Source: an optimization exercise on an open RTL-to-GDS flow (aim: small area). Production flows keep margins and buffers that such runs may drop.
In this exercise RTL edits were held to simulation tests only and were not proved equivalent to the original.
Power and IR drop assume default switching activity.

File: design/flow/design.v
module ir_engine (
    input  wire        clk,
    input  wire        rst,           
    input  wire        us_step,       
    input  wire        ir_in,         
    input  wire        bus_valid,
    input  wire        bus_write,
    input  wire [7:0]  bus_addr,      
    input  wire [2:0]  bus_size,      
    input  wire [31:0] bus_wdata,
    output reg  [31:0] bus_rdata,
    output wire        ir_out,
    output wire        tx_active,
    output wire        irq
);
    reg [31:0] now_q;
    reg [5:0]  tick_q;
    reg        in_prev_q;
    reg        cap_en_q, capturing_q, ready_q, last_level_q;
    reg [4:0]  count_q;
    reg [22:0] ms_q;                  
    reg [9:0]  us_q;                  
    reg [31:0] last_edge_q, session_start_q;
    reg [2:0]  bank_size_q;
    reg [1:0]  collect_result_q;
    reg [4:0]  bcnt_q [0:3];
    reg [22:0] btot_q [0:3];
    reg [7:0]  mem_q  [0:79];         
    reg [15:0] txbuf_q [0:15];
    reg [31:0] carrier_q;
    reg [4:0]  tx_count_q;
    reg [15:0] tx_index_q;
    reg        tx_busy_q, tx_buf_q, ir_out_q;
    reg [1:0]  tx_slot_q;
    reg [4:0]  tx_idx_q;
    reg [18:0] tx_half_q;
    reg [18:0] ph_q;                  
    reg [15:0] el_q;                  
    reg        long_q, lost_q, tx_done_q, cmd_err_q, acc_err_q;
    reg        ien_rdy_q;
    reg [4:0]  ien_q;                 
    reg [15:0] cap_index_q;
    reg [7:0]  bank_sel_q;
    reg [15:0] bank_index_q;
    function [18:0] half_div;
        input [18:0] c;
        reg   [19:0] rem;
        reg   [37:0] sh;
        integer b;
        begin
            rem = 20'd500000;
            for (b = 18; b >= 0; b = b - 1) begin
                sh = {19'd0, c} << b;
                if (sh <= {18'd0, rem}) begin
                    rem = rem - sh[19:0];
                    half_div[b] = 1'b1;
                end else begin
                    half_div[b] = 1'b0;
                end
            end
        end
    endfunction
    wire        bus_go   = bus_valid & ~us_step;
    wire        acc_ok   = (bus_size == 3'd4) && (bus_addr[1:0] == 2'b00) && !bus_addr[7];
    wire [4:0]  ra       = bus_addr[6:2];
    reg  [2:0]  rd_slot;
    reg  [3:0]  rd_idx;
    always @* begin
        if (us_step) begin
            rd_slot = {1'b0, tx_slot_q};
            rd_idx  = tx_idx_q[3:0];
        end else begin                        
            rd_slot = ra[4] ? {1'b0, bank_sel_q[1:0]} : bank_size_q;
            rd_idx  = ra[4] ? bank_index_q[3:0] : cap_index_q[3:0];
        end
    end
    wire [7:0]  mem_rd  = mem_q[{rd_slot, rd_idx}];
    wire [3:0]  txr_idx = us_step ? tx_idx_q[3:0] : tx_index_q[3:0];
    wire [15:0] tx_rd   = txbuf_q[txr_idx];
    wire [31:0] t_step  = now_q + 32'd1;
    wire [31:0] dur     = t_step - last_edge_q;
    wire        dur_hi  = |dur[31:9];
    wire        db_ok   = dur_hi || dur[8:0] >= 9'd4;
    wire        in_rng  = !dur_hi && dur[8:0] >= 9'd6 && dur[8:0] <= 9'd250;
    wire        too_long = dur_hi || dur[8:0] > 9'd250;
    wire        sil     = dur_hi || dur[8:0] > 9'd300;
    wire        fire    = (tick_q == 6'd49);
    wire        accept  = (ir_in != in_prev_q) && cap_en_q && db_ok;
    wire        el_wrap = (ms_q == 23'd4294967) && (us_q == 10'd295);
    wire        us_top  = (us_q == 10'd999);
    wire [22:0] ms_inc  = el_wrap ? 23'd0 : (us_top ? ms_q + 23'd1 : ms_q);
    wire [9:0]  us_inc  = (el_wrap || us_top) ? 10'd0 : us_q + 10'd1;
    wire [4:0]  tx_n    = tx_buf_q ? tx_count_q : bcnt_q[tx_slot_q];
    wire [15:0] seg_d   = tx_buf_q ? tx_rd : {8'd0, mem_rd};
    wire [15:0] el_inc  = el_q + {15'd0, ~&el_q};
    wire [18:0] ph_inc  = ph_q + 19'd1;
    wire        in_mark = ~tx_idx_q[0];
    wire        tx_ev   = tx_busy_q && (in_mark ? (ph_inc == tx_half_q) : (el_inc == seg_d));
    wire        tx_tog  = in_mark && (el_inc < seg_d);
    reg  [15:0] tx_nz;
    integer     j;
    integer     jz;
    always @* for (jz = 0; jz < 16; jz = jz + 1) tx_nz[jz] = |txbuf_q[jz];
    wire        es_buf  = us_step ? tx_buf_q : bus_wdata[1];
    wire [4:0]  es_from = us_step ? tx_idx_q + 5'd1 : 5'd0;
    wire [4:0]  es_n    = us_step ? tx_n : (bus_wdata[1] ? tx_count_q : bcnt_q[bus_wdata[9:8]]);
    reg         es_found;
    reg  [4:0]  es_idx;
    always @* begin
        es_found = 1'b0;
        es_idx   = es_n;
        for (j = 15; j >= 0; j = j - 1) begin
            if (j >= es_from && j < es_n && (!es_buf || tx_nz[j])) begin
                es_found = 1'b1;
                es_idx   = j;
            end
        end
    end
    wire [7:0]  op  = bus_wdata[7:0];
    wire [7:0]  arg = bus_wdata[15:8];
    wire        cmd_bad = (|bus_wdata[31:16]) || (op > 8'h06) || (arg != 8'd0 && op != 8'h05);
    wire        car_ok  = (carrier_q != 32'd0) && (carrier_q <= 32'd500000);
    wire [18:0] half_now = half_div(carrier_q[18:0]);
    reg [31:0] rv;
    reg        cap_we, tx_we, bank_we;
    reg        tx_enter, tx_start;
    reg [31:0] now_d, last_edge_d, session_start_d, carrier_d;
    reg [5:0]  tick_d;
    reg        in_prev_d, cap_en_d, capturing_d, ready_d, last_level_d;
    reg [4:0]  count_d;
    reg [22:0] ms_d;
    reg [9:0]  us_d;
    reg [2:0]  bank_size_d;
    reg [1:0]  collect_result_d;
    reg [4:0]  tx_count_d;
    reg [15:0] tx_index_d, cap_index_d, bank_index_d;
    reg        tx_busy_d, tx_buf_d, ir_out_d;
    reg [1:0]  tx_slot_d;
    reg [4:0]  tx_idx_d;
    reg [18:0] tx_half_d, ph_d;
    reg [15:0] el_d;
    reg        long_d, lost_d, tx_done_d, cmd_err_d, acc_err_d, ien_rdy_d;
    reg [4:0]  ien_d;
    reg [7:0]  bank_sel_d;
    task session_reset;
        begin
            capturing_d = 1'b0;
            ready_d     = 1'b0;
            count_d     = 5'd0;
            ms_d        = 23'd0;
        end
    endtask
    task finalise;
        begin
            ms_d        = ms_inc;
            capturing_d = 1'b0;
            ready_d     = 1'b1;
        end
    endtask
    always @* begin
        now_d = now_q; tick_d = tick_q; in_prev_d = in_prev_q;
        cap_en_d = cap_en_q; capturing_d = capturing_q; ready_d = ready_q;
        last_level_d = last_level_q; count_d = count_q; ms_d = ms_q; us_d = us_q;
        last_edge_d = last_edge_q; session_start_d = session_start_q;
        bank_size_d = bank_size_q; collect_result_d = collect_result_q;
        carrier_d = carrier_q; tx_count_d = tx_count_q; tx_index_d = tx_index_q;
        tx_busy_d = tx_busy_q; tx_buf_d = tx_buf_q; ir_out_d = ir_out_q;
        tx_slot_d = tx_slot_q; tx_idx_d = tx_idx_q; tx_half_d = tx_half_q;
        ph_d = ph_q; el_d = el_q;
        long_d = long_q; lost_d = lost_q; tx_done_d = tx_done_q;
        cmd_err_d = cmd_err_q; acc_err_d = acc_err_q; ien_rdy_d = ien_rdy_q; ien_d = ien_q;
        cap_index_d = cap_index_q; bank_sel_d = bank_sel_q; bank_index_d = bank_index_q;
        cap_we = 1'b0; tx_we = 1'b0; bank_we = 1'b0;
        tx_enter = 1'b0; tx_start = 1'b0;
        rv = 32'd0;
        if (us_step) begin
            now_d  = t_step;
            tick_d = fire ? 6'd0 : tick_q + 6'd1;
            if (capturing_q) begin
                ms_d = ms_inc;
                us_d = us_inc;
            end
            in_prev_d = ir_in;
            if (accept) begin
                last_edge_d  = t_step;
                last_level_d = ir_in;
                if (!capturing_q) begin
                    if (!ir_in) begin
                        if (ready_q) lost_d = 1'b1;
                        count_d = 5'd0;
                        ms_d = 23'd0;
                        us_d = 10'd0;
                        ready_d = 1'b0;
                        capturing_d = 1'b1;
                        session_start_d = t_step;
                    end
                end else if (in_rng) begin
                    if (!count_q[4]) begin
                        cap_we  = 1'b1;
                        count_d = count_q + 5'd1;
                    end else begin
                        finalise();
                    end
                end else if (too_long) begin
                    long_d = 1'b1;
                end
            end
            if (fire && capturing_q && !accept && sil && count_q > 5'd3)
                finalise();
            el_d = el_inc;
            ph_d = ph_inc;
            if (tx_ev) begin
                if (tx_tog) begin
                    ir_out_d = ~ir_out_q;
                    ph_d = 19'd0;
                end else begin
                    tx_enter = 1'b1;
                end
            end
        end else if (bus_go) begin
            if (!acc_ok) begin
                acc_err_d = 1'b1;
            end else if (!bus_write) begin
                case (ra)
                    5'h00: rv = {11'd0, acc_err_q, cmd_err_q, tx_done_q, lost_q, long_q,
                                 6'd0, collect_result_q, in_prev_q, last_level_q,
                                 bank_size_q[2], tx_busy_q, cap_en_q,
                                 ready_q, ready_q, capturing_q};
                    5'h01: rv = {11'd0, ien_q, 14'd0, ien_rdy_q, 1'b0};
                    5'h02: acc_err_d = 1'b1;
                    5'h03: rv = now_q;
                    5'h04: rv = {27'd0, count_q};
                    5'h05: rv = {9'd0, capturing_q ? 23'd0 : ms_q};
                    5'h06: rv = {16'd0, cap_index_q};
                    5'h07: if (cap_index_q[15:5] == 11'd0 && cap_index_q[4:0] < count_q)
                               rv = {24'd0, mem_rd};
                    5'h08: rv = last_edge_q;
                    5'h09: rv = last_edge_q;
                    5'h0A: rv = session_start_q;
                    5'h0B: rv = {29'd0, bank_size_q};
                    5'h0C: rv = {24'd0, bank_sel_q};
                    5'h0D: if (bank_sel_q < {5'd0, bank_size_q})
                               rv = {27'd0, bcnt_q[bank_sel_q[1:0]]};
                    5'h0E: if (bank_sel_q < {5'd0, bank_size_q})
                               rv = {9'd0, btot_q[bank_sel_q[1:0]]};
                    5'h0F: if (bank_sel_q < {5'd0, bank_size_q})
                               rv = {30'd0, bank_sel_q[1:0]};
                    5'h10: rv = {16'd0, bank_index_q};
                    5'h11: if (bank_sel_q < {5'd0, bank_size_q} &&
                               bank_index_q < {11'd0, bcnt_q[bank_sel_q[1:0]]})
                               rv = {24'd0, mem_rd};
                    5'h12: rv = carrier_q;
                    5'h13: rv = {27'd0, tx_count_q};
                    5'h14: rv = {16'd0, tx_index_q};
                    5'h15: if (tx_index_q[15:4] == 12'd0) rv = {16'd0, tx_rd};
                    5'h16: rv = {27'd0, tx_idx_q};
                    5'h17: rv = {13'd0, tx_half_q};
                    5'h18: rv = 32'd16;
                    5'h19: rv = 32'd4;
                    5'h1A: rv = 32'd3;
                    5'h1B: rv = 32'd4;
                    5'h1C: rv = 32'd6;
                    5'h1D: rv = 32'd250;
                    5'h1E: rv = 32'd300;
                    default: rv = 32'd50;
                endcase
            end else begin
                case (ra)
                    5'h00: begin
                        if (bus_wdata[16]) long_d    = 1'b0;
                        if (bus_wdata[17]) lost_d    = 1'b0;
                        if (bus_wdata[18]) tx_done_d = 1'b0;
                        if (bus_wdata[19]) cmd_err_d = 1'b0;
                        if (bus_wdata[20]) acc_err_d = 1'b0;
                    end
                    5'h01: begin
                        ien_rdy_d = bus_wdata[1];
                        ien_d     = bus_wdata[20:16];
                    end
                    5'h06: cap_index_d  = bus_wdata[15:0];
                    5'h0C: bank_sel_d   = bus_wdata[7:0];
                    5'h10: bank_index_d = bus_wdata[15:0];
                    5'h12: carrier_d    = bus_wdata;
                    5'h14: tx_index_d   = bus_wdata[15:0];
                    5'h13: begin
                        if (tx_busy_q || bus_wdata > 32'd16) acc_err_d = 1'b1;
                        else tx_count_d = bus_wdata[4:0];
                    end
                    5'h15: begin
                        if (tx_busy_q || tx_index_q[15:4] != 12'd0 || bus_wdata[31:16] != 16'd0)
                            acc_err_d = 1'b1;
                        else begin
                            tx_we = 1'b1;
                            tx_index_d = {11'd0, {1'b0, tx_index_q[3:0]} + 5'd1};
                        end
                    end
                    5'h02: begin
                        if (cmd_bad) begin
                            cmd_err_d = 1'b1;
                        end else begin
                            case (op[2:0])
                                3'd1: begin session_reset(); cap_en_d = 1'b1; end
                                3'd2: cap_en_d = 1'b0;
                                3'd3: session_reset();
                                3'd4: begin
                                    if (!ready_q) begin
                                        collect_result_d = 2'd0;
                                    end else if (count_q <= 5'd3) begin
                                        session_reset();
                                        collect_result_d = 2'd2;
                                    end else if (bank_size_q[2]) begin
                                        collect_result_d = 2'd3;
                                    end else begin
                                        bank_we = 1'b1;
                                        bank_size_d = bank_size_q + 3'd1;
                                        session_reset();
                                        collect_result_d = 2'd1;
                                    end
                                end
                                3'd5, 3'd6: begin
                                    if (tx_busy_q || !car_ok ||
                                        (!op[1] && arg >= {5'd0, bank_size_q})) begin
                                        cmd_err_d = 1'b1;
                                    end else begin
                                        tx_start  = 1'b1;
                                        tx_enter  = 1'b1;
                                        tx_half_d = half_now;
                                        tx_buf_d  = op[1];
                                        tx_slot_d = arg[1:0];
                                        tx_busy_d = 1'b1;
                                    end
                                end
                                default: ;
                            endcase
                        end
                    end
                    default: acc_err_d = 1'b1;
                endcase
            end
        end
        if (tx_enter) begin
            el_d = 16'd0;
            ph_d = 19'd0;
            tx_idx_d = es_idx;
            if (!es_found) begin
                ir_out_d  = 1'b0;
                tx_busy_d = 1'b0;
                tx_done_d = 1'b1;
            end else begin
                ir_out_d  = ~es_idx[0];
            end
        end
    end
    always @(posedge clk) begin
        if (rst) begin
            now_q <= 32'd0; tick_q <= 6'd0; in_prev_q <= 1'b1;
            cap_en_q <= 1'b0; capturing_q <= 1'b0; ready_q <= 1'b0;
            last_level_q <= 1'b1; count_q <= 5'd0; ms_q <= 23'd0;
            last_edge_q <= 32'd0; session_start_q <= 32'd0;
            bank_size_q <= 3'd0; collect_result_q <= 2'd0;
            carrier_q <= 32'd38000; tx_count_q <= 5'd0; tx_index_q <= 16'd0;
            tx_busy_q <= 1'b0; ir_out_q <= 1'b0; tx_idx_q <= 5'd0; tx_half_q <= 19'd0;
            long_q <= 1'b0; lost_q <= 1'b0; tx_done_q <= 1'b0; cmd_err_q <= 1'b0;
            acc_err_q <= 1'b0; ien_rdy_q <= 1'b0; ien_q <= 5'd0;
            cap_index_q <= 16'd0; bank_sel_q <= 8'd0; bank_index_q <= 16'd0;
        end else begin
            now_q <= now_d; tick_q <= tick_d; in_prev_q <= in_prev_d;
            cap_en_q <= cap_en_d; capturing_q <= capturing_d; ready_q <= ready_d;
            last_level_q <= last_level_d; count_q <= count_d; ms_q <= ms_d;
            last_edge_q <= last_edge_d; session_start_q <= session_start_d;
            bank_size_q <= bank_size_d; collect_result_q <= collect_result_d;
            carrier_q <= carrier_d; tx_count_q <= tx_count_d; tx_index_q <= tx_index_d;
            tx_busy_q <= tx_busy_d; ir_out_q <= ir_out_d; tx_idx_q <= tx_idx_d;
            tx_half_q <= tx_half_d;
            long_q <= long_d; lost_q <= lost_d; tx_done_q <= tx_done_d; cmd_err_q <= cmd_err_d;
            acc_err_q <= acc_err_d; ien_rdy_q <= ien_rdy_d; ien_q <= ien_d;
            cap_index_q <= cap_index_d; bank_sel_q <= bank_sel_d; bank_index_q <= bank_index_d;
        end
    end
    always @(posedge clk) begin
        us_q <= us_d;
        tx_buf_q <= tx_buf_d;
        tx_slot_q <= tx_slot_d;
        ph_q <= ph_d;
        el_q <= el_d;
        bus_rdata <= rv;
    end
    always @(posedge clk) begin
        if (!rst) begin
            if (cap_we)
                mem_q[{bank_size_q, count_q[3:0]}] <= dur[7:0];
            if (tx_we)
                txbuf_q[tx_index_q[3:0]] <= bus_wdata[15:0];
            if (bank_we) begin
                bcnt_q[bank_size_q[1:0]] <= count_q;
                btot_q[bank_size_q[1:0]] <= ms_q;
            end
        end
    end
    assign ir_out    = ir_out_q;
    assign tx_active = tx_busy_q;
    assign irq = (ready_q   & ien_rdy_q) | (long_q    & ien_q[0]) |
                 (lost_q    & ien_q[1])  | (tx_done_q & ien_q[2]) |
                 (cmd_err_q & ien_q[3])  | (acc_err_q & ien_q[4]);
endmodule
File: design/flow/run.sh
#!/bin/bash
# synth_recipe.tcl (not shown) runs the flow's synth.tcl, then flattens the netlist and writes it again
# the make line also repeats each setting of config.mk as NAME=value (left out here)
make -C /OpenROAD-flow-scripts/flow DESIGN_CONFIG=/design/flow/config.mk WORK_HOME=/design/flow/orfs CLKGATE_MAP_FILE= SYNTH_SCRIPT=/design/flow/synth_recipe.tcl finish
File: design/flow/config.mk
export PLATFORM = sky130hd
export DESIGN_NAME = ir_engine
export DESIGN_NICKNAME = ir_engine
export VERILOG_FILES = /design/flow/design.v
export SDC_FILE = /design/flow/constraint.sdc
export NUM_CORES = 4
export LEC_CHECK = 0
export CAP_MARGIN = 40
export CORE_MARGIN = 2
export CORE_UTILIZATION = 25
export PLACE_DENSITY = 0.45
export SLEW_MARGIN = 20
File: design/flow/constraint.sdc
create_clock -name core_clock -period 140.0 [get_ports {clk}]
set_input_delay 28.0000 -clock core_clock [delete_from_list [all_inputs] [get_ports {clk}]]
set_output_delay 28.0000 -clock core_clock [all_outputs]
set_load 0.01 [all_outputs]
==> summary.txt, run 1 <==
----------------------------------------------------
[Synthesis]
  Mean cell area of the mapped netlist ... 11.1 um2
  Most common cell in the synthesized netlist ... sky130_fd_sc_hd__edfxtp_1
  Distinct cell type count after synthesis ... 90
  Async S/R FF share, synth ... 0%
  Top FF cell, synth ... sky130_fd_sc_hd__edfxtp_1
  YS warnings ... 1
  Most frequent cells after synthesis ... sky130_fd_sc_hd__edfxtp_1, sky130_fd_sc_hd__nand2_1, sky130_fd_sc_hd__nor2_1
  Synthesized area ... 0.0748 mm2
  Most area-consuming cells after synthesis ... sky130_fd_sc_hd__edfxtp_1, sky130_fd_sc_hd__dfxtp_1, sky130_fd_sc_hd__mux4_2
  Share of the synthesized area in the top cell type ... 41.0%
  Number of synthesized register bits ... 1362
  Count of flip-flops with a built-in enable after synthesis ... 1021
  Cells after Synth ... 6723
  Cell type with the highest aggregate area in the netlist ... sky130_fd_sc_hd__edfxtp_1
  Sequential fraction of the synthesis area ... 50.1%

[CTS]
  Number of instances resized during post-cts repair ... 0
  Number of post-CTS setup repair buffers ... 0
  Htree depth ... 4
  Register clock-pin slew on the reported worst setup and hold paths ... 0.06 ns
  TritonCTS clock tree ... yes
  Total of hold buffers inserted after clock tree synthesis ... 0
  Number of clock buffers inserted by TritonCTS ... 152
  Maximum clock path buffer count ... 3
  Number of sinks driven by the clock tree ... 1362
  Source-to-sink clock delay at the later pin of the worst-skew pair ... 0.84 ns
  Root buffer selected by CTS ... sky130_fd_sc_hd__clkbuf_16

[Placement]
  Placer Congestion ... 0.899
  Placed cells ... 10.6k
  PortBufs ... 83
  HPWL reported at the end of detailed placement ... 187000 um

[STA]
  Fin. max-slew vios ... 0
  Tightest Pin Transition ... 1.03 ns
  Shortest period the worst path allows ... 40.27 ns
  Highest achievable clock rate ... 24.8 MHz
  Max_slew headroom ... 30.8%
  Final clock skew ... 0.0838 ns
  Hold slack final ... 0.460 ns
  RSZ-0062 raised after global routing ... false
  Post-Route Setup TNS ... 0 ns
  Hold Fails Final Rpt ... 0
  Final critical-path share of the clock period ... 28.8%
  Number of endpoints failing setup at the final stage ... 0

[Flow run]
  Max-capacitance violation count ... 0

[Worst setup path]
  Critical Path Fanout Max ... 21
  Slowest stage cell, crit path ... sky130_fd_sc_hd__a2111oi_1
  Max incr delay on CP ... 0.73 ns
  Critical Path Most Common Cell ... sky130_fd_sc_hd__a21oi_1
  Arrival @ worst endpoint ... 41.01 ns
  WS Path Type ... reg2reg
  Setup crit end kind ... flop
  Cell depth of the worst flop-to-flop path ... 153
  Startpoint of the most critical register-to-register path ... carrier_q[13]
  Required time at the endpoint of the critical path ... 140.74 ns
  Reg2Reg Setup Slack ... 99.73 ns
  FF-to-FF End ... tx_half_q[0]
  Startpoint Class ... flop
  Destination of the critical timing path ... tx_half_q[0]
  CP Launch Point ... carrier_q[13]

[Power]
  Cell-internal power ... 0.000691 W
  Seq pwr share ... 49.1%
  Pwr per Cell Area ... 10.4 mW/mm2
  Peak supply drop ... 0.0000126 V
  Sw Pwr ... 0.000213 W
  Cell leakage power ... 30.7 nW
  Share of power burned in the clock network ... 44.9%
  Relative contribution of combinational cells to total power ... 6.0%
  Switching Share ... 23.5%

[Drt]
  Total iterations of the first detailed-routing run ... 8
  Vias ... 56.5k
  Wire length per cell ... 24.2 um
  Post-detailed-route DRC marker count ... 0
  Final WL ... 265000 um
  Number of DRC violations after detailed-routing iteration 0 ... 5293
  Per-cell via count in the routed design ... 5.17
  Antenna Violating Nets Remaining ... 0

[Floorplanning]
  Vertical die dimension ... 551 um
  Overall die area ... 0.304 mm2
  Core Region ... 0.297 mm2
  Die width ... 551 um
  Starting Density ... 25.2%
  Io pins ... 84
  Number of placement rows ... 200

[Cells and area]
  Post-route insts no fill ... 10.9k
  Net total in the final layout ... 7310
  Post-synthesis to final-layout area growth ... 16.0%
  Fraction of layout instances using a drive strength above 1 ... 12.7%

[Global route]
  Largest net degree at the start of global routing ... 81
  Initial antenna violation count ... 9
  Grt ovf ... 0
  Via count of the first global-routing pass ... 55.2k
  First-pass GRT wire length ... 385000 um
  Global Route Usage Sum ... 17.0%

[Status]
  Run status ... no timing/DRC/antenna violations

[Hold path]
  Class of the tightest hold or removal check ... reg2reg

----------------------------------------------------
power groups by stage:
| stage | Sequential, W | Clock (W) | Combinational (W) |
|---|---|---|---|
| global route | 0.000444 | 0.000430 | 0.0000591 |
| detailed placement | 0.000452 | 0 | 0.0000545 |
| CTS | 0.000444 | 0.000416 | 0.0000546 |
| global placement | 0.000452 | 0 | 0.0000514 |
| finish | 0.000444 | 0.000406 | 0.0000542 |
| floorplan | 0.000451 | 0 | 0.0000322 |
worst max-delay path, delay by kind of cell (launching register included):
kind | cells | cell delay (ns)
simple gates | 36 | 8.44
flops | 1 | 0.62
compound gates | 80 | 21.30
fa+ha+maj | 18 | 5.79
buf+inv | 14 | 2.58
mux | 3 | 0.91
xor+xnor | 2 | 0.45
through the flow:
step | instance area [um2] | utilization [%] | total power [W] | setup WS (ns)
final | 86800 | 29.2 | 0.000904 | 99.73
after global routing | 86800 | 29.2 | 0.000933 | 96.32
after CTS | 86500 | 29.1 | 0.000914 | 99.39
after detailed placement | 81400 | 27.4 | 0.000507 | 99.61
after global placement | 80800 | 27.2 | 0.000504 | 98.96
after floorplan | 74800 | - | 0.000484 | 105.32
area by class of cell:
class | count | area [um2]
antenna | 7 | 17.5
fill | 30500 | 211000
sequential | 1362 | 37500
clock buffer | 193 | 4060
inverter | 301 | 1130
clock inverter | 89 | 1050
tap | 3939 | 4930
timing repair buffer | 330 | 2900
multi-input combinational | 4714 | 35200
routing by layer:
| metal | global-route usage [%] | vias up | wire, um |
|---|---|---|---|
| met2 | 28.2 | 1767 | 125000 |
| met1 | 23.0 | 28600 | 119000 |
| li1 | - | 25800 | - |
| met3 | 1.98 | 373 | 13000 |
| met4 | 5.37 | 4 | 8220 |
| met5 | 0 | - | 23 |
worst min-delay path by stage:
stage / endpoint / startpoint / cells past startpoint / slack, ns
floorplan: collect_result_q[0] / collect_result_q[0] / 2 / 0.43
global placement: session_start_q[1] / session_start_q[1] / 2 / 0.44
detailed placement: session_start_q[0] / session_start_q[0] / 2 / 0.45
CTS: session_start_q[0] / session_start_q[0] / 2 / 0.46
global route: cap_index_q[7] / cap_index_q[7] / 2 / 0.49
finish: session_start_q[0] / session_start_q[0] / 2 / 0.46
sequential cells by signal, summed over array words and instances, names as in the netlist, 6 cells and up, named ones only:
signal and cells:
bus_rdata 32, last_edge_q 32, ph_q 19, session_start_q 32
us_q 10, ms_q 23, bank_index_q 16, bcnt_q 20
bank_sel_q 8, el_q 16, cap_index_q 16, tick_q 6
carrier_q 32, mem_q 640, tx_half_q 19, btot_q 92
now_q 32, txbuf_q 256, tx_index_q 16
cell usage in the layout (no fill, tap or decap), types with 110 or more instances in the layout:
cell type                   instances
sky130_fd_sc_hd__a21oi_1          467
sky130_fd_sc_hd__buf_4            210
sky130_fd_sc_hd__nand3_1          158
sky130_fd_sc_hd__edfxtp_1        1021
sky130_fd_sc_hd__a211oi_1         175
sky130_fd_sc_hd__xnor2_1          123
sky130_fd_sc_hd__xor2_1           116
sky130_fd_sc_hd__nand2_1          589
sky130_fd_sc_hd__o21ai_0          232
sky130_fd_sc_hd__clkbuf_16        152
sky130_fd_sc_hd__ha_1             394
sky130_fd_sc_hd__nor2_1           547
sky130_fd_sc_hd__nor4_1           110
sky130_fd_sc_hd__inv_1            291
sky130_fd_sc_hd__mux4_2           260
sky130_fd_sc_hd__mux2i_1          120
sky130_fd_sc_hd__dfxtp_1          339
sky130_fd_sc_hd__nor3_1           169
cells by family after synthesis:
group,count (synthesis),share of synthesized area (%)
AOI/OAI and AO/OA,1548,13.6
muxes,399,9.71
other,1,0.00501
buffers and inverters,647,3.29
xor gates and xnor gates,243,2.84
and+or+nand+nor,2123,13.7
DFF,1362,50.1
adders and majority gates,400,6.75
==> run 2: changes to the inputs <==
==> design/flow/flow/run.sh (new file) <==
#!/bin/bash
# Layout flow: the standard synthesis, then an area-oriented re-mapping of its
# combinational logic (registers, their names and cell types untouched), then
# the standard layout steps from the re-mapped netlist.
set -euo pipefail
W=$(pwd)
R=$W/orfs/results/$FLOW_PLATFORM/ir_engine/base
LIB=$FLOW_HOME/platforms/$FLOW_PLATFORM/lib/sky130_fd_sc_hd__tt_025C_1v80.lib

# 1. standard synthesis
bash standard.sh synth > $W/flow_synth.log 2>&1

# 2. re-map the combinational logic
cp $R/1_2_yosys.v $W/std_synth.v
DU=$(grep -o -- "-dont_use [^ ]*" $W/orfs/logs/$FLOW_PLATFORM/ir_engine/base/1_2_yosys.log | sort -u | tr '\n' ' ')
KEEP=$(grep -o "sky130_fd_sc_hd__[a-z0-9_]*" $W/std_synth.v | sort -u | grep -E "__(e?df|sdf|dl|conb)" | tr '\n' ' ')
cat > $W/resyn.abc <<EOS
strash
&get -n
&deepsyn -T 60
&put
dch -f
map -a
EOS
yosys -l $W/flow_resyn.log -p "
read_liberty -ignore_miss_func $LIB
read_verilog $W/std_synth.v
hierarchy -top $FLOW_TOP
blackbox $KEEP
flatten
opt -purge
abc -liberty $LIB $DU -script $W/resyn.abc
opt_clean -purge
setundef -zero
splitnets
opt_clean -purge
hilomap -singleton -hicell sky130_fd_sc_hd__conb_1 HI -locell sky130_fd_sc_hd__conb_1 LO
insbuf -buf sky130_fd_sc_hd__buf_4 A X
opt_clean -purge
check
tee -o $W/resyn_stat.txt stat -liberty $LIB
write_verilog -noattr -nohex -nodec $W/resyn.v
" > /dev/null
cp $W/resyn.v $R/1_2_yosys.v
touch $R/1_2_yosys.v $R/1_2_yosys.sdc
rm -f $R/1_synth.odb $R/1_synth.sdc

# 3. standard layout from the re-mapped netlist
bash standard.sh > $W/flow_layout.log 2>&1
==> design/flow/standard.sh (new file) <==
#!/bin/bash
# synth_recipe.tcl (not shown) runs the flow's synth.tcl, then flattens the netlist and writes it again
# the make line also repeats each setting of config.mk as NAME=value (left out here)
make -C /OpenROAD-flow-scripts/flow DESIGN_CONFIG=/design/flow/config.mk WORK_HOME=/design/flow/orfs CLKGATE_MAP_FILE= SYNTH_SCRIPT=/design/flow/synth_recipe.tcl "${@:-finish}"
removed: design/flow/run.sh
==> run 2 against run 1 <==
Compared with the run above: combinational power up 4%; final area down 15%; global-route usage up 1.9 points; largest cell class unchanged; still clean; clock-buffer cell count up 1; flip-flop and latch count unchanged.
==> summary.txt, run 2 <==
----------------------------------------------------
[STA]
  Final clock skew ... 0.0920 ns (+0.00822 ns)
  Post-Route Setup TNS ... 0 ns (unchanged)
  Fin. max-slew vios ... 0 (unchanged)
  Tightest Pin Transition ... 0.912 ns (-0.116 ns)
  Max_slew headroom ... 38.4% (+7.6 points)
  Number of endpoints failing setup at the final stage ... 0 (unchanged)
  Shortest period the worst path allows ... 46.29 ns (+6.02 ns)
  RSZ-0062 raised after global routing ... false
  Hold Fails Final Rpt ... 0 (unchanged)
  Highest achievable clock rate ... 21.6 MHz (-13%)
  Hold slack final ... 0.444 ns (-0.0158 ns)
  Final critical-path share of the clock period ... 33.1% (+4.3 points)
  Final worst setup slack ... 93.71 ns (-6.02 ns)

[Worst setup path]
  Startpoint Class ... flop
  CP Launch Point ... carrier_q[17]
  FF-to-FF End ... tx_half_q[0]
  WS Path Type ... reg2reg
  Critical Path Fanout Max ... 22 (+4.8%)
  Slowest stage cell, crit path ... sky130_fd_sc_hd__nand2_1
  Max incr delay on CP ... 0.51 ns (-0.22 ns)
  Reg2Reg Setup Slack ... 93.71 ns (-6.02 ns)
  Arrival @ worst endpoint ... 46.98 ns (+5.97 ns)
  Critical Path Most Common Cell ... sky130_fd_sc_hd__nand2_1
  Required time at the endpoint of the critical path ... 140.69 ns (-0.05 ns)
  Setup crit end kind ... flop
  Startpoint of the most critical register-to-register path ... carrier_q[17]
  Cell depth of the worst flop-to-flop path ... 307 (+100%)

[Global route]
  Global Route Usage Sum ... 18.9% (+1.9 points)
  First-pass GRT wire length ... 348000 um (-9.7%)
  Via count of the first global-routing pass ... 48.9k (-12%)
  Initial antenna violation count ... 9 (unchanged)
  Largest net degree at the start of global routing ... 67 (-17%)
  Grt ovf ... 0 (unchanged)

[Floorplanning]
  Overall die area ... 0.249 mm2 (-18%)
  Io pins ... 84 (unchanged)
  Number of placement rows ... 181 (-9.5%)
  Core Region ... 0.243 mm2 (-18%)
  Vertical die dimension ... 499 um (-9.5%)
  Die width ... 499 um (-9.5%)
  Starting Density ... 25.2% (about the same)

[Drt]
  Vias ... 51.2k (-9.3%)
  Total met2 wirelength after detailed routing ... 109000 um (-12%)
  Per-cell via count in the routed design ... 5.22 (+1.1%)
  Amount of wire on met3 after detailed routing ... 16600 um (+28%)
  Post-detailed-route DRC marker count ... 0 (unchanged)
  Metal1 wirelength ... 109000 um (-8.4%)
  Antenna Violating Nets Remaining ... 0 (unchanged)
  Number of DRC violations after detailed-routing iteration 0 ... 5441 (+2.8%)
  Total iterations of the first detailed-routing run ... 8 (unchanged)
  DR top layer ... met4
  Final WL ... 242000 um (-8.6%)
  Wire length per cell ... 24.6 um (+1.8%)

[Placement]
  PortBufs ... 83 (unchanged)
  Post-placement cell area ... 0.0681 mm2 (-16%)
  Pre-CTS setup slack ... 94.65 ns (-4.96 ns)
  Placer Congestion ... 0.913 (+1.5%)
  HPWL reported at the end of detailed placement ... 170000 um (-9.3%)

[Synthesis]
  Synthesized area ... 0.0612 mm2 (-18%)
  YS warnings ... 1 (unchanged)
  Mean cell area of the mapped netlist ... 10.2 um2 (-8.5%)
  Cells after Synth ... 6012 (-11%)

[Status]
  Run status ... no timing/DRC/antenna violations

[CTS]
  Number of sinks driven by the clock tree ... 1362 (unchanged)
  Maximum clock path buffer count ... 3 (unchanged)
  Number of post-CTS setup repair buffers ... 0 (unchanged)
  Root buffer selected by CTS ... sky130_fd_sc_hd__clkbuf_16
  Htree depth ... 4 (unchanged)
  TritonCTS clock tree ... yes
  Total of hold buffers inserted after clock tree synthesis ... 0 (unchanged)
  Number of instances resized during post-cts repair ... 0 (unchanged)
  Register clock-pin slew on the reported worst setup and hold paths ... 0.06 ns (about the same)
  Source-to-sink clock delay at the later pin of the worst-skew pair ... 0.85 ns (about the same)
  Number of clock buffers inserted by TritonCTS ... 151 (-0.66%)

[Cells and area]
  Net total in the final layout ... 6538 (-11%)
  Post-synthesis to final-layout area growth ... 20.0%
  Max reg flops ... 640 (unchanged)
  Fraction of layout instances using a drive strength above 1 ... 8.65% (-4.1 points)
  Non-Filler Cell Area, Final ... 0.0735 mm2 (-15%)
  Commonest non-fill, non-tap cell in the layout ... sky130_fd_sc_hd__edfxtp_1
  Commonest cells after routing, fill and taps aside ... sky130_fd_sc_hd__edfxtp_1, sky130_fd_sc_hd__nor2_1, sky130_fd_sc_hd__clkinv_1

[Hold path]
  Class of the tightest hold or removal check ... reg2reg
  Critical hold path startpoint ... session_start_q[7]
  Number of cells on the worst hold path ... 2 (unchanged)
  End point of the most critical hold path ... session_start_q[7]

[Power]
  Pwr per Cell Area ... 12.3 mW/mm2 (+18%)
  Cell leakage power ... 23.5 nW (-23%)
  Peak supply drop ... 0.0000116 V (-8.2%)
  Final Total Pwr ... 0.000904 W (about the same)

[Flow run]
  Max-capacitance violation count ... 0 (unchanged)

----------------------------------------------------
## run 2: changes by cell type in the layout (fill, tap and decap cells not counted), sizes merged, moves of 134 or more
| cell | previous run | this run |
|---|---|---|
| clkinv | 67 | 743 |
| ha | 394 | 0 |
| nor2 | 549 | 889 |
| inv | 303 | 12 |
| o22ai | 14 | 281 |
| mux4 | 260 | 0 |
| a211oi | 179 | 22 |
| a22oi | 71 | 225 |
| a21oi | 473 | 339 |
## run 2: per-layer routing
metal	global-route usage (%)	vias to the layer above
li1	-	23300
met3	2.74	372
met1	26.5	25500
met4	5.75	0
met2	29.8	2092
met5	0	-
## run 2: area by class of cell
class | count | area, um2
Timing Repair Buffer | 323 | 2860
Fill cell | 25000 | 170000
Clock inverter | 81 | 1050
Multi-Input combinational cell | 3960 | 21400
Tap cell | 3202 | 4010
Sequential cell | 1362 | 37500
Clock buffer | 194 | 4070
Inverter | 691 | 2590
Antenna cell | 3 | 7.51
## run 2: worst max path at each step
stage                   endpoint  cells past startpoint
global placement    tx_half_q[0]                    307
finish              tx_half_q[0]                    307
detailed placement  tx_half_q[0]                    307
global route        tx_half_q[0]                    308
floorplan           tx_half_q[0]                    309
CTS                 tx_half_q[0]                    307
## run 2: critical path, delay by kind of cell (launching register included)
family	cells	cell delay [ns]
buf+inv	44	6.09
fa+ha+maj	2	0.59
simple gates	155	22.31
xor+xnor	3	0.60
compound gates	103	16.09
flops	1	0.36
## run 2: where the power goes
part	total [W]	internal, W	switching (W)
logic	0.0000561	0.0000154	0.0000406
registers	0.000436	0.000434	0.00000193
clock network	0.000411	0.000235	0.000176
total	0.000904	0.000685	0.000219
## run 2: through the flow
stage                     util (%)  instances
after CTS                     30.1       9784
after floorplan                  -       6013
final                         30.2       9816
after global routing          30.2       9814
after global placement        27.7       9450
after detailed placement      28.0       9509
==> run 3: changes to the inputs <==
--- a/design/flow/config.mk
+++ b/design/flow/config.mk
@@ -7,6 +7,7 @@
 export LEC_CHECK = 0
-export CAP_MARGIN = 40
+export CAP_MARGIN = 20
 export CORE_MARGIN = 2
-export CORE_UTILIZATION = 25
-export PLACE_DENSITY = 0.45
+export CORE_UTILIZATION = 45
+export CTS_BUF_LIST = sky130_fd_sc_hd__clkbuf_8
+export PLACE_DENSITY = 0.65
 export SLEW_MARGIN = 20
==> run 3 against run 2 <==
Compared with the run above: non-clock buffer count fell by 97; largest cell class unchanged; still clean; sequential power barely moved; critical path depth rose by 2.
==> summary.txt, run 3 <==
----------------------------------------------------
[Worst setup path]
  Max incr delay on CP ... 0.51 ns (about the same)
  Required time at the endpoint of the critical path ... 140.88 ns (+0.19 ns)
  Startpoint of the most critical register-to-register path ... carrier_q[17]
  WS Path Type ... reg2reg
  FF-to-FF End ... tx_half_q[0]
  Cell depth of the worst flop-to-flop path ... 309 (+0.65%)
  Setup crit end kind ... flop
  Arrival @ worst endpoint ... 46.68 ns (-0.30 ns)
  Reg2Reg Setup Slack ... 94.19 ns (+0.48 ns)
  Critical Path Fanout Max ... 22 (unchanged)
  Slowest stage cell, crit path ... sky130_fd_sc_hd__clkinv_1
  Startpoint Class ... flop
  Critical Path Most Common Cell ... sky130_fd_sc_hd__nand2_1

[Floorplanning]
  Core Region ... 0.135 mm2 (-44%)
  Vertical die dimension ... 373 um (-25%)
  Overall die area ... 0.139 mm2 (-44%)
  Starting Density ... 45.3% (+20 points)
  Io pins ... 84 (unchanged)
  Die width ... 373 um (-25%)
  Number of placement rows ... 135 (-25%)

[STA]
  Hold Fails Final Rpt ... 0 (unchanged)
  Final clock skew ... 0.0950 ns (+0.00300 ns)
  Post-Route Setup TNS ... 0 ns (unchanged)
  Hold slack final ... 0.459 ns (+0.0145 ns)
  Final critical-path share of the clock period ... 32.7% (-0.35 points)
  Number of endpoints failing setup at the final stage ... 0 (unchanged)
  Shortest period the worst path allows ... 45.81 ns (-0.484 ns)
  Max_slew headroom ... 13.9% (-25 points)
  Highest achievable clock rate ... 21.8 MHz (+1.1%)
  RSZ-0062 raised after global routing ... false
  Tightest Pin Transition ... 1.26 ns (+0.347 ns)
  Fin. max-slew vios ... 0 (unchanged)

[Global route]
  Met3 track demand over resource ... 5.71% (+3.0 points)
  Routing usage on met2 ... 46.9% (+17 points)
  First-pass GRT wire length ... 318000 um (-8.6%)
  Via count of the first global-routing pass ... 48.4k (-0.89%)
  Global Route Usage Sum ... 30.4% (+12 points)
  Initial antenna violation count ... 12 (+3)
  GRT Max-Usage Layer ... met2
  Largest net degree at the start of global routing ... 83 (+24%)
  Met1 routing resource usage after global routing ... 42.9% (+16 points)
  Grt ovf ... 0 (unchanged)

[Hold path]
  Number of cells on the worst hold path ... 2 (unchanged)
  Critical hold path startpoint ... session_start_q[30]
  Class of the tightest hold or removal check ... reg2reg
  End point of the most critical hold path ... session_start_q[30]

[Cells and area]
  Post-synthesis to final-layout area growth ... 14.0%
  Commonest non-fill, non-tap cell in the layout ... sky130_fd_sc_hd__edfxtp_1
  Net total in the final layout ... 6504 (-0.52%)
  Commonest cells after routing, fill and taps aside ... sky130_fd_sc_hd__edfxtp_1, sky130_fd_sc_hd__nor2_1, sky130_fd_sc_hd__clkinv_1
  Fraction of layout instances using a drive strength above 1 ... 7.93% (-0.72 points)
  Max reg flops ... 640 (unchanged)

[CTS]
  Number of post-CTS setup repair buffers ... 0 (unchanged)
  Total of hold buffers inserted after clock tree synthesis ... 0 (unchanged)
  Maximum clock path buffer count ... 3 (unchanged)
  Number of clock buffers inserted by TritonCTS ... 214 (+42%)
  Number of instances resized during post-cts repair ... 0 (unchanged)
  Htree depth ... 4 (unchanged)
  Register clock-pin slew on the reported worst setup and hold paths ... 0.06 ns (about the same)
  TritonCTS clock tree ... yes
  Root buffer selected by CTS ... sky130_fd_sc_hd__clkbuf_8
  Source-to-sink clock delay at the later pin of the worst-skew pair ... 1.02 ns (+0.17 ns)
  Number of sinks driven by the clock tree ... 1362 (unchanged)

[Placement]
  PortBufs ... 83 (unchanged)
  Placer Congestion ... 0.982 (+7.6%)
  HPWL reported at the end of detailed placement ... 149000 um (-12%)

[Synthesis]
  YS warnings ... 1 (unchanged)
  Synthesized area ... 0.0612 mm2 (unchanged)
  Mean cell area of the mapped netlist ... 10.2 um2 (unchanged)
  Cells after Synth ... 6012 (unchanged)

[Drt]
  Per-cell via count in the routed design ... 6.18 (+18%)
  Vias ... 52.0k (+1.5%)
  Post-detailed-route DRC marker count ... 0 (unchanged)
  Final WL ... 218000 um (-10%)
  Number of DRC violations after detailed-routing iteration 0 ... 6625 (+22%)
  Total iterations of the first detailed-routing run ... 6 (-2)
  Antenna Violating Nets Remaining ... 0 (unchanged)
  Wire length per cell ... 25.8 um (+4.9%)

[Power]
  Pwr per Cell Area ... 11.8 mW/mm2 (-4.0%)
  Peak supply drop ... 0.00000972 V (-16%)
  Cell leakage power ... 22.9 nW (-2.4%)

[Flow run]
  Max-capacitance violation count ... 0 (unchanged)

[Status]
  Run status ... no timing/DRC/antenna violations

----------------------------------------------------
-- run 3: worst max-delay path by stage --
stage,cells past startpoint,endpoint,start
floorplan,309,tx_half_q[0],carrier_q[17]
global placement,308,tx_half_q[0],carrier_q[17]
detailed placement,308,tx_half_q[0],carrier_q[17]
CTS,309,tx_half_q[0],carrier_q[17]
global route,309,tx_half_q[0],carrier_q[17]
finish,309,tx_half_q[0],carrier_q[17]
-- run 3: layout make-up --
cell class / count / area, um2
fill: 12100 / 65500
sequential: 1362 / 37500
multi-input combinational: 3960 / 21400
clock buffer: 231 / 3180
inverter: 691 / 2590
tap: 1781 / 2230
timing repair buffer: 226 / 1910
clock inverter: 160 / 1070
antenna: 4 / 10.0
-- run 3: per-stage QoR --
| step | area [um2] | std cells | util (%) | total power, W | worst slack [ns] |
|---|---|---|---|---|---|
| finish | 69800 | 8415 | 51.6 | 0.000825 | 94.19 |
| floorplan | 61300 | 6013 | - | 0.000473 | 102.99 |
| detailed placement | 65500 | 8019 | 48.4 | 0.000497 | 95.20 |
| CTS | 69800 | 8410 | 51.6 | 0.000825 | 95.00 |
| global placement | 65500 | 8019 | 48.4 | 0.000496 | 96.75 |
| global route | 69800 | 8414 | 51.6 | 0.000847 | 87.52 |
-- run 3: critical path: cells and delay by family, from the launching register on --
family / cells / cell delay (ns)
compound gates: 102 / 15.23
xor+xnor: 3 / 0.69
fa+ha+maj: 2 / 0.74
buf+inv: 47 / 6.37
flops: 1 / 0.36
simple gates: 155 / 22.19
-- run 3: routing by layer --
metal | vias to the layer above | routed length, um
met1 | 25300 | 88600
met5 | - | 92
li1 | 23200 | -
met3 | 459 | 23400
met2 | 3019 | 97300
met4 | 14 | 8040
-- run 3: report_power, final --
part	switching (W)	internal, W
sequential	0.00000202	0.000435
clock	0.000167	0.000168
combinational	0.0000391	0.0000144
total	0.000208	0.000617
==> run 4: changes to the inputs <==
--- a/design/flow/design.v
+++ b/design/flow/design.v
@@ -44,20 +44,24 @@
     reg [15:0] bank_index_q;
-    function [18:0] half_div;
-        input [18:0] c;
-        reg   [19:0] rem;
-        reg   [37:0] sh;
-        integer b;
-        begin
-            rem = 20'd500000;
-            for (b = 18; b >= 0; b = b - 1) begin
-                sh = {19'd0, c} << b;
-                if (sh <= {18'd0, rem}) begin
-                    rem = rem - sh[19:0];
-                    half_div[b] = 1'b1;
-                end else begin
-                    half_div[b] = 1'b0;
-                end
-            end
+    wire [18:0] dv_c = carrier_q[18:0];
+    wire [18:0] half_now;
+    wire [18:0] dv_r [0:19];
+    assign dv_r[19] = 19'd500000;
+    genvar gb;
+    generate for (gb = 18; gb >= 0; gb = gb - 1) begin : dv
+        localparam integer W = 19 - gb;
+        wire [W-1:0] hi = dv_r[gb+1][18:gb];
+        wire [W:0]   df = {1'b0, hi} - {1'b0, dv_c[W-1:0]};
+        wire         cz;
+        if (W < 19) begin : g_hi
+            assign cz = ~|dv_c[18:W];
+        end else begin : g_full
+            assign cz = 1'b1;
+        end
+        assign half_now[gb] = cz & ~df[W];
+        if (gb > 0) begin : g_mid
+            assign dv_r[gb] = {half_now[gb] ? df[W-1:0] : hi, dv_r[gb+1][gb-1:0]};
+        end else begin : g_last
+            assign dv_r[gb] = half_now[gb] ? df[W-1:0] : hi;
         end
-    endfunction
+    end endgenerate
     wire        bus_go   = bus_valid & ~us_step;
@@ -122,3 +126,2 @@
     wire        car_ok  = (carrier_q != 32'd0) && (carrier_q <= 32'd500000);
-    wire [18:0] half_now = half_div(carrier_q[18:0]);
     reg [31:0] rv;
@@ -149,3 +152,2 @@
             count_d     = 5'd0;
-            ms_d        = 23'd0;
         end
@@ -232,3 +234,3 @@
                     5'h04: rv = {27'd0, count_q};
-                    5'h05: rv = {9'd0, capturing_q ? 23'd0 : ms_q};
+                    5'h05: rv = {9'd0, ready_q ? ms_q : 23'd0};
                     5'h06: rv = {16'd0, cap_index_q};
@@ -357,3 +359,3 @@
             cap_en_q <= 1'b0; capturing_q <= 1'b0; ready_q <= 1'b0;
-            last_level_q <= 1'b1; count_q <= 5'd0; ms_q <= 23'd0;
+            last_level_q <= 1'b1; count_q <= 5'd0;
             last_edge_q <= 32'd0; session_start_q <= 32'd0;
@@ -368,3 +370,3 @@
             cap_en_q <= cap_en_d; capturing_q <= capturing_d; ready_q <= ready_d;
-            last_level_q <= last_level_d; count_q <= count_d; ms_q <= ms_d;
+            last_level_q <= last_level_d; count_q <= count_d;
             last_edge_q <= last_edge_d; session_start_q <= session_start_d;
@@ -381,2 +383,3 @@
         us_q <= us_d;
+        ms_q <= ms_d;
         tx_buf_q <= tx_buf_d;
--- a/design/flow/flow/run.sh
+++ b/design/flow/flow/run.sh
@@ -48,2 +48,4 @@
 # 3. standard layout from the re-mapped netlist
-bash standard.sh > $W/flow_layout.log 2>&1
+# clock tree without dummy balancing loads
+CTS="-sink_clustering_enable -repair_clock_nets -dont_use_dummy_load -buf_list sky130_fd_sc_hd__clkbuf_8"
+bash standard.sh "CTS_ARGS=$CTS" finish > $W/flow_layout.log 2>&1
--- a/design/flow/config.mk
+++ b/design/flow/config.mk
@@ -10,3 +10,2 @@
 export CORE_UTILIZATION = 45
-export CTS_BUF_LIST = sky130_fd_sc_hd__clkbuf_8
 export PLACE_DENSITY = 0.65
==> run 4 against run 3 <==
Compared with the run above: clock-buffer cell count is 15 lower; cell count decreased by 4.5%; clock skew rose by 0.058 ns; global-route usage about the same; maximum frequency decreased by 0.23%; critical path depth rose by 4; combinational power shrank 3.9%; total power shrank 6.3%; routed wire length down 2.0%; critical path type unchanged; critical endpoint unchanged.
==> summary.txt, run 4 <==
----------------------------------------------------
[Status]
  Run status ... no timing/DRC/antenna violations

[Drt]
  Antenna Violating Nets Remaining ... 0 (unchanged)
  Post-detailed-route DRC marker count ... 0 (unchanged)
  Final WL ... 213000 um (-2.0%)
  Per-cell via count in the routed design ... 6.25 (+1.0%)
  Number of DRC violations after detailed-routing iteration 0 ... 6326 (-4.5%)
  Wire length per cell ... 26.5 um (+2.6%)
  Vias ... 50.2k (-3.5%)
  Total iterations of the first detailed-routing run ... 6 (unchanged)

[Flow run]
  Max-capacitance violation count ... 0 (unchanged)

[Placement]
  PortBufs ... 83 (unchanged)
  Placed cells ... 7819 (-2.5%)
  HPWL reported at the end of detailed placement ... 147000 um (-1.4%)
  Pre-CTS setup slack ... 95.04 ns (-0.161 ns)
  Placer Congestion ... 1.02 (+4.3%)

[STA]
  Number of endpoints failing setup at the final stage ... 0 (unchanged)
  Hold slack final ... 0.460 ns (+0.000628 ns)
  Final clock skew ... 0.153 ns (+0.0584 ns)
  Final critical-path share of the clock period ... 32.8% (+0.074 points)
  Fin. max-slew vios ... 0 (unchanged)
  Final worst setup slack ... 94.09 ns (-0.104 ns)
  Tightest Pin Transition ... 1.28 ns (+0.0192 ns)
  Hold Fails Final Rpt ... 0 (unchanged)
  Max_slew headroom ... 14.2% (+0.31 points)
  RSZ-0062 raised after global routing ... false
  Shortest period the worst path allows ... 45.91 ns (+0.104 ns)
  Post-Route Setup TNS ... 0 ns (unchanged)
  Highest achievable clock rate ... 21.8 MHz (-0.23%)

[Synthesis]
  Cells after Synth ... 5844 (-2.8%)
  YS warnings ... 1 (unchanged)
  Synthesized area ... 0.0605 mm2 (-1.2%)
  Mean cell area of the mapped netlist ... 10.4 um2 (+1.7%)

[Floorplanning]
  Number of placement rows ... 134 (-0.74%)
  Starting Density ... 45.4% (+0.094 points)
  Die width ... 371 um (-0.57%)
  Core Region ... 0.133 mm2 (-1.4%)
  Overall die area ... 0.137 mm2 (-1.1%)
  Vertical die dimension ... 371 um (-0.57%)
  Io pins ... 84 (unchanged)

[Cells and area]
  Commonest cells after routing, fill and taps aside ... sky130_fd_sc_hd__edfxtp_1, sky130_fd_sc_hd__nor2_1, sky130_fd_sc_hd__nand2_1
  Final core occ ... 50.7% (-0.90 points)
  Layout fillers ... 12.1k (-0.083%)
  Commonest non-fill, non-tap cell in the layout ... sky130_fd_sc_hd__edfxtp_1
  Fraction of layout instances using a drive strength above 1 ... 6.73% (-1.2 points)
  Net total in the final layout ... 6318 (-2.9%)
  Post-synthesis to final-layout area growth ... 11.8%
  Max reg flops ... 640 (unchanged)
  Post-route insts no fill ... 8037 (-4.5%)

[Worst setup path]
  Critical Path Most Common Cell ... sky130_fd_sc_hd__nor2_1
  Startpoint of the most critical register-to-register path ... carrier_q[17]
  Max incr delay on CP ... 0.50 ns (about the same)
  Arrival @ worst endpoint ... 46.69 ns (about the same)
  Startpoint Class ... flop
  Critical Path Fanout Max ... 18 (-18%)
  Setup crit end kind ... flop
  Slowest stage cell, crit path ... sky130_fd_sc_hd__nand3_1
  FF-to-FF End ... tx_half_q[0]
  Reg2Reg Setup Slack ... 94.09 ns (-0.10 ns)
  Required time at the endpoint of the critical path ... 140.78 ns (-0.10 ns)
  Cell depth of the worst flop-to-flop path ... 313 (+1.3%)
  WS Path Type ... reg2reg

[Hold path]
  End point of the most critical hold path ... session_start_q[22]
  Number of cells on the worst hold path ... 2 (unchanged)
  Critical hold path startpoint ... session_start_q[22]
  Class of the tightest hold or removal check ... reg2reg

[CTS]
  Number of instances resized during post-cts repair ... 0 (unchanged)
  Number of sinks driven by the clock tree ... 1362 (unchanged)
  Total of hold buffers inserted after clock tree synthesis ... 0 (unchanged)
  TritonCTS clock tree ... yes
  Number of clock buffers inserted by TritonCTS ... 216 (+0.93%)
  Root buffer selected by CTS ... sky130_fd_sc_hd__clkbuf_8
  Maximum clock path buffer count ... 3 (unchanged)
  Number of post-CTS setup repair buffers ... 0 (unchanged)
  Htree depth ... 4 (unchanged)
  Source-to-sink clock delay at the later pin of the worst-skew pair ... 1.00 ns (-0.02 ns)
  Register clock-pin slew on the reported worst setup and hold paths ... 0.06 ns (about the same)

[Power]
  Cell leakage power ... 21.5 nW (-6.3%)
  Pwr per Cell Area ... 11.4 mW/mm2 (-3.3%)
  Peak supply drop ... 0.00000999 V (+2.8%)

[Global route]
  Grt ovf ... 0 (unchanged)
  First-pass GRT wire length ... 310000 um (-2.5%)
  Via count of the first global-routing pass ... 46.9k (-3.2%)
  Global Route Usage Sum ... 30.5% (about the same)
  Initial antenna violation count ... 6 (-6)
  Largest net degree at the start of global routing ... 83 (unchanged)

----------------------------------------------------
run 4: cell types whose count changed in the layout (fill, tap and decap cells not counted), moves of 30 or more:
| cell | change |
|---|---|
| sky130_fd_sc_hd__inv_1 | -90 |
| sky130_fd_sc_hd__clkinv_1 | -61 |
| sky130_fd_sc_hd__a21oi_1 | -56 |
| sky130_fd_sc_hd__o22ai_1 | +113 |
| sky130_fd_sc_hd__nor2_1 | -30 |
run 4: layout make-up:
class,instances,area (um2),share of cell area [%]
multi-input combinational,3823,20500,30.4
inverter,659,2470,3.65
antenna,2,5.00,0.00739
timing repair buffer,207,1750,2.59
tap,1768,2210,3.27
sequential,1362,37700,55.7
clock buffer,216,2970,4.39
run 4: how the worst max path moves through the flow:
stage | from | end | slack (ns)
2_1_floorplan | carrier_q[18] | tx_half_q[0] | 102.34
3_3_place_gp | carrier_q[17] | tx_half_q[0] | 96.62
3_5_place_dp | carrier_q[17] | tx_half_q[0] | 95.04
4_1_cts | carrier_q[17] | tx_half_q[0] | 94.78
5_1_grt | carrier_q[17] | tx_half_q[0] | 87.63
6_report | carrier_q[17] | tx_half_q[0] | 94.09
run 4: through the flow:
step                      total power (W)  instance area, um2
after CTS                        0.000774               67700
after global routing             0.000795               67700
after floorplan                  0.000479               60500
final                            0.000773               67700
after detailed placement         0.000503               64700
after global placement           0.000502               64700
run 4: report_power, final:
group / leakage, nW / internal (W) / switching, W / total (W)
Sequential: 12.1 / 0.000442 / 0.00000250 / 0.000444
Clock: 1.55 / 0.000135 / 0.000143 / 0.000277
Combinational: 7.87 / 0.0000129 / 0.0000385 / 0.0000514
run 4: layer usage:
metal / GRT usage, % / vias up / routed length (um)
met4: 13.5 / 6 / 9800
li1: - / 22400 / -
met3: 6.68 / 506 / 23000
met2: 46.0 / 2951 / 93800
met1: 42.1 / 24300 / 86500
met5: 0 / - / 38
run 4: critical path: cells and delay by family (launching register included):
kind	cells	cell delay, ns
adders and majority gates	8	2.54
DFF	1	0.33
buffers and inverters	46	6.44
xor gates and xnor gates	1	0.25
and+or+nand+nor	152	20.54
AOI/OAI and AO/OA	106	15.51
==> run 5: changes to the inputs <==
--- a/design/flow/flow/run.sh
+++ b/design/flow/flow/run.sh
@@ -20,5 +20,4 @@
 &deepsyn -T 60
+&nf -a -R 1000
 &put
-dch -f
-map -a
 EOS
@@ -49,3 +48,3 @@
 # clock tree without dummy balancing loads
-CTS="-sink_clustering_enable -repair_clock_nets -dont_use_dummy_load -buf_list sky130_fd_sc_hd__clkbuf_8"
-bash standard.sh "CTS_ARGS=$CTS" finish > $W/flow_layout.log 2>&1
+CTS="-sink_clustering_enable -repair_clock_nets -dont_use_dummy_load -buf_list sky130_fd_sc_hd__clkbuf_8 -sink_clustering_size 18 -sink_clustering_max_diameter 50"
+bash standard.sh "CTS_ARGS=$CTS" "BUFFER_PORTS_ARGS=-buffer_cell sky130_fd_sc_hd__buf_1" finish > $W/flow_layout.log 2>&1
==> run 5 against run 4 <==
Compared with the run above: setup slack got worse by 5.5 ns; first-iteration DRC count increased by 7.1%; clock power shrank 28%; critical path depth decreased by 91; final area shrank 4.1%; combinational power shrank 15%; sequential share of layout area is 2.4 points higher; die area shrank 1.9%; synthesized cell count decreased by 15%; non-clock buffer count rose by 22; register-to-register slack got worse by 5.5 ns; critical endpoint unchanged; highest routed layer unchanged.
==> summary.txt, run 5 <==
----------------------------------------------------
[Status]
  Run status ... no timing/DRC/antenna violations

[Power]
  Relative contribution of combinational cells to total power ... 6.4% (-0.2 points)
  Pwr per Cell Area ... 10.5 mW/mm2 (-7.7%)
  Cell-internal power ... 0.000523 W (-11%)
  Share of power burned in the clock network ... 29.0% (-6.9 points)
  Cell leakage power ... 20.6 nW (-4.0%)
  Seq pwr share ... 64.5% (+7.0 points)
  Switching Share ... 23.5% (-0.29 points)
  Peak supply drop ... 0.00000710 V (-29%)
  Sw Pwr ... 0.000161 W (-13%)

[Floorplanning]
  Core Region ... 0.131 mm2 (-1.7%)
  Starting Density ... 45.3% (-0.091 points)
  Vertical die dimension ... 367 um (-0.96%)
  Overall die area ... 0.135 mm2 (-1.9%)
  Number of placement rows ... 133 (-0.75%)
  Die width ... 367 um (-0.96%)
  Io pins ... 84 (unchanged)

[Synthesis]
  YS warnings ... 1 (unchanged)
  Mean cell area of the mapped netlist ... 11.9 um2 (+15%)
  Synthesized area ... 0.0594 mm2 (-1.9%)
  Cells after Synth ... 4982 (-15%)

[Global route]
  Largest net degree at the start of global routing ... 84 (+1.2%)
  Via count of the first global-routing pass ... 43.6k (-7.1%)
  First-pass GRT wire length ... 301000 um (-2.8%)
  Global Route Usage Sum ... 30.0% (-0.42 points)
  Grt ovf ... 0 (unchanged)
  Initial antenna violation count ... 15 (+9)

[Hold path]
  End point of the most critical hold path ... session_start_q[27]
  Critical hold path startpoint ... session_start_q[27]
  Number of cells on the worst hold path ... 2 (unchanged)
  Class of the tightest hold or removal check ... reg2reg

[Cells and area]
  Post-synthesis to final-layout area growth ... 9.29%
  Max reg flops ... 640 (unchanged)
  Fraction of layout instances using a drive strength above 1 ... 6.01% (-0.73 points)
  Final core occ ... 49.5% (-1.2 points)
  Net total in the final layout ... 5379 (-15%)
  Commonest cells after routing, fill and taps aside ... sky130_fd_sc_hd__edfxtp_1, sky130_fd_sc_hd__nor2_1, sky130_fd_sc_hd__nand2_1
  Commonest non-fill, non-tap cell in the layout ... sky130_fd_sc_hd__edfxtp_1

[CTS]
  Total of hold buffers inserted after clock tree synthesis ... 0 (unchanged)
  Number of post-CTS setup repair buffers ... 0 (unchanged)
  TritonCTS clock tree ... yes
  Number of instances resized during post-cts repair ... 0 (unchanged)
  Root buffer selected by CTS ... sky130_fd_sc_hd__clkbuf_8
  Htree depth ... 3 (-1)
  Register clock-pin slew on the reported worst setup and hold paths ... 0.07 ns (about the same)
  Maximum clock path buffer count ... 3 (unchanged)
  Source-to-sink clock delay at the later pin of the worst-skew pair ... 0.89 ns (-0.11 ns)
  Number of clock buffers inserted by TritonCTS ... 117 (-46%)
  Number of sinks driven by the clock tree ... 1362 (unchanged)

[Worst setup path]
  Number of buffer and inverter instances along the worst setup path ... 10 (-78%)
  Setup crit end kind ... flop
  Critical Path Fanout Max ... 21 (+3)
  CP Launch Point ... carrier_q[18]
  Worst path top cell family by delay ... adder cells
  Startpoint of the most critical register-to-register path ... carrier_q[18]
  Max incr delay on CP ... 0.67 ns (+0.17 ns)
  Logic depth of the worst path, buffers included ... 222 (-29%)
  Startpoint Class ... flop
  Arrival @ worst endpoint ... 52.19 ns (+5.50 ns)
  Reg2Reg Setup Slack ... 88.58 ns (-5.51 ns)
  FF-to-FF End ... tx_half_q[0]
  Critical Path Most Common Cell ... sky130_fd_sc_hd__maj3_1
  Required time at the endpoint of the critical path ... 140.77 ns (about the same)
  WS Path Type ... reg2reg
  Slowest stage cell, crit path ... sky130_fd_sc_hd__nor4_1
  Cell depth of the worst flop-to-flop path ... 222 (-29%)

[STA]
  Tightest Pin Transition ... 1.19 ns (-0.0904 ns)
  Shortest period the worst path allows ... 51.42 ns (+5.51 ns)
  Number of endpoints failing setup at the final stage ... 0 (unchanged)
  Hold Fails Final Rpt ... 0 (unchanged)
  Highest achievable clock rate ... 19.4 MHz (-11%)
  Post-Route Setup TNS ... 0 ns (unchanged)
  RSZ-0062 raised after global routing ... false
  Fin. max-slew vios ... 0 (unchanged)
  Max_slew headroom ... 20.1% (+5.9 points)
  Final clock skew ... 0.172 ns (+0.0184 ns)
  Final critical-path share of the clock period ... 36.7% (+3.9 points)

[Drt]
  Post-detailed-route DRC marker count ... 0 (unchanged)
  Antenna Violating Nets Remaining ... 0 (unchanged)
  Wire length per cell ... 29.4 um (+11%)
  Vias ... 46.7k (-6.9%)
  Per-cell via count in the routed design ... 6.59 (+5.5%)
  Total iterations of the first detailed-routing run ... 7 (+1)
  Number of DRC violations after detailed-routing iteration 0 ... 6776 (+7.1%)
  Final WL ... 208000 um (-2.3%)

[Placement]
  Placer Congestion ... 0.969 (-5.4%)
  PortBufs ... 83 (unchanged)
  HPWL reported at the end of detailed placement ... 141000 um (-4.1%)

[Flow run]
  Max-capacitance violation count ... 0 (unchanged)

----------------------------------------------------
-- run 5: how the worst max path moves through the flow --
| stage | to | slack, ns |
|---|---|---|
| after floorplan | tx_half_q[0] | 91.85 |
| after global placement | tx_half_q[0] | 90.08 |
| after detailed placement | tx_half_q[0] | 88.85 |
| after CTS | tx_half_q[0] | 88.63 |
| after global routing | tx_half_q[0] | 84.33 |
| final | tx_half_q[0] | 88.58 |
-- run 5: stage by stage --
| step | std cells | worst slack, ns | instance area, um2 | hold slack, ns | total power (W) |
|---|---|---|---|---|---|
| 4_1_cts | 7083 | 88.63 | 64800 | 0.457 | 0.000684 |
| 6_report | 7090 | 88.58 | 64900 | 0.451 | 0.000684 |
| 3_5_place_dp | 6966 | 88.85 | 63200 | 0.443 | 0.000493 |
| 5_1_grt | 7087 | 84.33 | 64900 | 0.484 | 0.000702 |
| 3_3_place_gp | 6965 | 90.08 | 63200 | 0.433 | 0.000492 |
| 2_1_floorplan | 4982 | 91.85 | 59400 | 0.417 | 0.000471 |
-- run 5: area by class of cell --
class | instances | area [um2]
inverters | 79 | 297
well taps | 1755 | 2200
repair buffers | 229 | 1440
flip-flops and latches | 1362 | 37700
diodes | 7 | 17.5
fillers | 11800 | 66300
clock buffers | 117 | 1610
multi-input cells | 3541 | 21600
-- run 5: routing by layer --
metal / wire, um / track usage, %
met5: 150 / 0.427
met3: 23400 / 6.03
met2: 91100 / 45.1
met1: 82800 / 41.7
met4: 10700 / 14.5
-- run 5: tightest hold or removal path, delay by kind of cell (launching register included) --
family             cells  cell delay [ns]
AOI/OAI and AO/OA      1             0.05
and+or+nand+nor        1             0.04
DFF                    1             0.32
-- run 5: power by group through the flow --
stage	logic (W)	registers [W]	clock network, W
after detailed placement	0.0000425	0.000450	0
after global placement	0.0000421	0.000450	0
after floorplan	0.0000224	0.000449	0
final	0.0000439	0.000441	0.000199
after CTS	0.0000426	0.000441	0.000200
after global routing	0.0000461	0.000442	0.000214

-- what the ideal ports hide --
The flow's constraints put no driver on any port. The routed layouts listed below were extracted and timed again, unchanged, in two steps. Step 1 (the two cells are an assumption about what drives the block):
set clk [get_ports {clk}]
set_driving_cell -lib_cell sky130_fd_sc_hd__clkbuf_16 $clk
set_driving_cell -lib_cell sky130_fd_sc_hd__buf_2 [delete_from_list [all_inputs] $clk]
Step 2 moves the port delays by t, midway between the first and last clock arrival at a register: inputs arrive t later, outputs are due t later. That takes back most of the time a late clock gives input paths. Slacks: ideal ports / drivers / drivers and shift; pairs: ideal ports / drivers.
| run | shift t [ns] | slack for setup (ns) | slew at the worst register clock pin (ns) | cell pins on the clock port's net |
|---|---|---|---|---|
| run 1 | 0.886 | 99.731 / 99.731 / 99.731 | 0.06 / 0.06 | 1 |
| run 2 | 0.884 | 93.710 / 93.710 / 93.710 | 0.07 / 0.07 | 1 |
| run 3 | 1.046 | 94.193 / 94.193 / 94.193 | 0.07 / 0.07 | 1 |
| run 4 | 0.997 | 94.089 / 94.089 / 94.089 | 0.07 / 0.07 | 1 |
| run 5 | 0.893 | 88.582 / 88.582 / 88.582 | 0.12 / 0.12 | 1 |
After both steps setup and hold are still met in every run listed.
